This design comes from an exercise in tuning for small area, a short achievable clock period and few clock cycles per item on the open sky130 flow, not from production work. The RTL was checked by simulation tests, not by an equivalence proof against the original design. Power is estimated from default activity; no workload was simulated.

==> flow/design.v <==
module emu_cpu (
    input  wire        clk,
    input  wire        rst,
    input  wire        tick,
    input  wire        warm,
    output reg         busy,
    output reg         done,
    output reg         mem_re,
    output reg         mem_we,
    output wire [15:0] mem_addr,
    output wire [7:0]  mem_wdata,
    input  wire [7:0]  mem_rdata,
    output wire [15:0] pc,
    output reg  [7:0]  a,
    output wire [7:0]  p,
    output reg         halted,
    output wire [31:0] total_cycles
);
    localparam [15:0] BOOT_PC      = 16'h8000;
    localparam [15:0] RESET_VECTOR = 16'hFFFC;
    localparam [1:0] E_OP  = 2'd0,
                     E_IMM = 2'd1,
                     E_LO  = 2'd2,
                     E_HI  = 2'd3;
    reg [15:0] f;
    reg [7:0]  hi;
    reg [7:0]  lo;
    reg        run;         
    reg        fin;         
    reg [1:0]  e;
    reg        is_jmp;      
    reg        is_sta;      
    reg        wflag;       
    reg        arr_q;       
    reg        ea_q;        
    reg        data_q;      
    reg        match_q;     
    reg [2:0]  pend;        
    reg [11:0] frame;       
    reg [7:0]  tlo;         
    reg [23:0] thi;         
    reg        tc_q;        
    reg        zf, nf;
    assign mem_addr     = f;
    assign pc           = f;
    assign p            = {nf, 5'b00000, zf, 1'b0};
    assign mem_wdata    = a;
    assign total_cycles = {thi, tlo};
    wire arr     = arr_q & ~match_q;
    wire arr_op  = arr & (e == E_OP);
    wire arr_imm = arr & (e == E_IMM);
    wire arr_lo  = arr & (e == E_LO);
    wire arr_hi  = arr & (e == E_HI);
    wire exh     = halted | frame[11] | (pend[1] & (&frame[10:1]));
    wire stop    = arr_op & exh;
    wire exec    = arr_op & ~exh;
    wire jmp_hi  = arr_hi & is_jmp;
    wire ea_hi   = arr_hi & ~is_jmp;
    wire stream  = run & ~ea_q & ~stop & ~jmp_hi;
    wire [7:0] d = mem_rdata;
    wire op_imm  = (d == 8'hA9);
    wire op_lda  = (d == 8'hAD);
    wire op_sta  = (d == 8'h8D);
    wire op_jmp  = (d == 8'h4C);
    wire op_nop  = (d == 8'hEA);
    wire op_brk  = (d == 8'h00);
    reg [2:0] cost;
    always @(*) begin
        cost = 3'd0;
        if (op_imm | op_nop) cost = 3'd2;
        if (op_lda | op_sta) cost = 3'd4;
        if (op_jmp)          cost = 3'd3;
        if (op_brk)          cost = 3'd7;
    end
    wire [8:0] tlo_nx = {1'b0, tlo} + {6'd0, pend};
    wire [15:0] inc = (ea_q ? {hi, lo} : f) + {15'd0, ~(ea_q & match_q)};
    wire end_op  = run & (stop | (jmp_hi & wflag));
    always @(posedge clk) begin
        if (rst) begin
            run          <= 1'b0;
            fin          <= 1'b0;
            busy         <= 1'b0;
            done         <= 1'b0;
            mem_we       <= 1'b0;
            f            <= BOOT_PC;
            a            <= 8'h00;
            zf           <= 1'b0;
            nf           <= 1'b0;
            halted       <= 1'b0;
            tlo          <= 8'd0;
            thi          <= 24'd0;
            tc_q         <= 1'b0;
            arr_q        <= 1'b0;
            ea_q         <= 1'b0;
            data_q       <= 1'b0;
            pend         <= 3'd0;
        end else begin
            done         <= 1'b0;
            fin          <= 1'b0;
            frame        <= frame + {9'd0, pend};
            tlo          <= tlo_nx[7:0];
            tc_q         <= tlo_nx[8];
            thi          <= thi + {23'd0, tc_q};
            pend         <= exec ? cost : 3'd0;
            arr_q        <= stream & ~end_op;
            ea_q         <= run & ea_hi;
            mem_we       <= run & ea_hi & is_sta;
            mem_re       <= ~(run & ea_hi & is_sta);
            data_q       <= ea_q & ~is_sta;
            match_q      <= ea_hi & is_sta & ({d, lo} == f);
            hi           <= f[15:8];
            lo           <= arr_lo ? d : f[7:0];
            if (run) begin
                if (stop)
                    f <= {hi, lo};
                else if (arr_hi)
                    f <= {d, lo};
                else
                    f <= inc;
            end
            if (arr_imm | data_q) begin
                a  <= d;
                zf <= (d == 8'h00);
                nf <= d[7];
            end
            if (exec) begin
                if (op_imm)
                    e <= E_IMM;
                if (op_lda | op_sta | op_jmp)
                    e <= E_LO;
                is_jmp <= op_jmp;
                is_sta <= op_sta;
                if (op_brk)
                    halted <= 1'b1;
            end
            if (arr_imm)
                e <= E_OP;
            if (arr_lo)
                e <= E_HI;
            if (arr_hi)
                e <= E_OP;
            if (!busy) begin
                if (tick) begin
                    frame  <= 12'd684;
                    e      <= E_OP;
                    wflag  <= 1'b0;
                    busy   <= 1'b1;
                    if (halted)
                        fin <= 1'b1;
                    else
                        run <= 1'b1;
                end else if (warm) begin
                    f      <= RESET_VECTOR;
                    e      <= E_LO;
                    is_jmp <= 1'b1;
                    wflag  <= 1'b1;
                    busy   <= 1'b1;
                    run    <= 1'b1;
                end
            end
            if (end_op) begin
                run <= 1'b0;
                fin <= 1'b1;
            end
            if (fin) begin
                busy <= 1'b0;
                done <= 1'b1;
            end
        end
    end
endmodule
==> flow/config.mk <==
export PLATFORM = sky130hd
export DESIGN_NAME = emu_cpu
export DESIGN_NICKNAME = emu_cpu
export VERILOG_FILES = /design/flow/design.v
export SDC_FILE = /design/flow/constraint.sdc
export NUM_CORES = 4
export LEC_CHECK = 0
export ABC_AREA = 1
export CAP_MARGIN = 20
export CORE_MARGIN = 2
export CORE_UTILIZATION = 40
export PLACE_DENSITY = 0.6
export SETUP_SLACK_MARGIN = 3.1
export SLEW_MARGIN = 20
==> flow/constraint.sdc <==
create_clock -name core_clock -period 5.0 [get_ports {clk}]
set_input_delay 1.0000 -clock core_clock [delete_from_list [all_inputs] [get_ports {clk}]]
set_output_delay 1.0000 -clock core_clock [all_outputs]
set_load 0.01 [all_outputs]
standard.sh (not shown) runs the stock make flow with config.mk's settings and CLKGATE_MAP_FILE= SYNTH_SCRIPT=/design/flow/synth_recipe.tcl, a recipe that flattens the netlist after the stock synthesis.
==> flow/flow/run.sh <==
#!/bin/bash
# Standard layout, with every port buffered by sky130_fd_sc_hd__buf_1.
set -euo pipefail
bash standard.sh BUFFER_PORTS_ARGS="-buffer_cell sky130_fd_sc_hd__buf_1" finish > standard.log 2>&1
Testbench counts at the start, summed over its fixed seeds: cycles 128,529, ticks 80.
Edit:
--- a/flow/design.v
+++ b/flow/design.v
@@ -35,9 +35,10 @@
     reg        ea_q;        
     reg        data_q;      
     reg        match_q;     
     reg [2:0]  pend;        
-    reg [11:0] frame;       
+    reg [10:0] frame;
+    reg        exh;         
     reg [7:0]  tlo;         
     reg [23:0] thi;         
     reg        tc_q;        
     reg        zf, nf;
@@ -50,9 +51,8 @@
     wire arr_op  = arr & (e == E_OP);
     wire arr_imm = arr & (e == E_IMM);
     wire arr_lo  = arr & (e == E_LO);
     wire arr_hi  = arr & (e == E_HI);
-    wire exh     = halted | frame[11] | (pend[1] & (&frame[10:1]));
     wire stop    = arr_op & exh;
     wire exec    = arr_op & ~exh;
     wire jmp_hi  = arr_hi & is_jmp;
     wire ea_hi   = arr_hi & ~is_jmp;
@@ -71,10 +71,21 @@
         if (op_lda | op_sta) cost = 3'd4;
         if (op_jmp)          cost = 3'd3;
         if (op_brk)          cost = 3'd7;
     end
+    reg ge_a, ge_b;
+    always @(*) begin
+        case (pend)
+            3'd2:    begin ge_a = (frame >= 11'd1362); ge_b = (frame >= 11'd1360); end
+            3'd3:    begin ge_a = (frame >= 11'd1361); ge_b = (frame >= 11'd1359); end
+            3'd4:    begin ge_a = (frame >= 11'd1360); ge_b = (frame >= 11'd1358); end
+            3'd7:    begin ge_a = (frame >= 11'd1357); ge_b = (frame >= 11'd1355); end
+            default: begin ge_a = (frame >= 11'd1364); ge_b = (frame >= 11'd1362); end
+        endcase
+    end
+    wire exh_nx = halted | (exec & op_brk) | ge_a | (exec & op_nop & ge_b);
     wire [8:0] tlo_nx = {1'b0, tlo} + {6'd0, pend};
-    wire [15:0] inc = (ea_q ? {hi, lo} : f) + {15'd0, ~(ea_q & match_q)};
+    wire [15:0] inc = (ea_q ? {hi, lo} : f) + 16'd1;
     wire end_op  = run & (stop | (jmp_hi & wflag));
     always @(posedge clk) begin
         if (rst) begin
             run          <= 1'b0;
@@ -96,9 +107,10 @@
             pend         <= 3'd0;
         end else begin
             done         <= 1'b0;
             fin          <= 1'b0;
-            frame        <= frame + {9'd0, pend};
+            frame        <= frame + {8'd0, pend};
+            exh          <= exh_nx;
             tlo          <= tlo_nx[7:0];
             tc_q         <= tlo_nx[8];
             thi          <= thi + {23'd0, tc_q};
             pend         <= exec ? cost : 3'd0;
@@ -107,12 +119,16 @@
             mem_we       <= run & ea_hi & is_sta;
             mem_re       <= ~(run & ea_hi & is_sta);
             data_q       <= ea_q & ~is_sta;
             match_q      <= ea_hi & is_sta & ({d, lo} == f);
-            hi           <= f[15:8];
-            lo           <= arr_lo ? d : f[7:0];
+            if (stream) begin
+                hi <= f[15:8];
+                lo <= f[7:0];
+            end
+            if (arr_lo)
+                lo <= d;
             if (run) begin
-                if (stop)
+                if (stop | (ea_q & match_q))
                     f <= {hi, lo};
                 else if (arr_hi)
                     f <= {d, lo};
                 else
@@ -140,9 +156,10 @@
             if (arr_hi)
                 e <= E_OP;
             if (!busy) begin
                 if (tick) begin
-                    frame  <= 12'd684;
+                    frame  <= 11'd0;
+                    exh    <= 1'b0;
                     e      <= E_OP;
                     wflag  <= 1'b0;
                     busy   <= 1'b1;
                     if (halted)
Result:
- The changed run went through all stages and came out clean
- total power grows by a few percent
- routed wire length grows by roughly a tenth
- via count grows by roughly a tenth
- sequential share of layout area shrinks by 2.3 points
- fmax grows slightly
- combinational power grows by a quarter to a third
- utilization grows by 0.92 points
- design area grows by a few percent
- die area grows by a few percent
- setup slack gains 0.021 ns
Testbench counts after the change, summed over its fixed seeds: cycles 128,529, ticks 80.

## static timing again, ports no longer ideal
In the flow no input, the clock included, has a driving cell. The finished layouts below were timed again as built, in two steps. Step 1, drivers: a clkbuf_16 drives clk and a buf_2 each remaining input, both assumed. Step 2 also shifts input and output timing later by t, the mid clock arrival at the registers, as if the neighbouring blocks saw the same clock. Slacks: ideal / step 1 / step 2; pairs: ideal / step 1.
| run | t, ns | slack for setup (ns) | pins driven straight from the clock port |
|---|---|---|---|
| the first run | 0.392 | 3.098 / 3.078 / 2.799 | 1 |
| the second run | 0.390 | 3.119 / 3.076 / 2.770 | 1 |
After both steps every run listed still meets setup and hold. For the second run, which loses most, drivers alone change the setup slack by -0.043 ns; drivers and shift together by -0.349 ns.
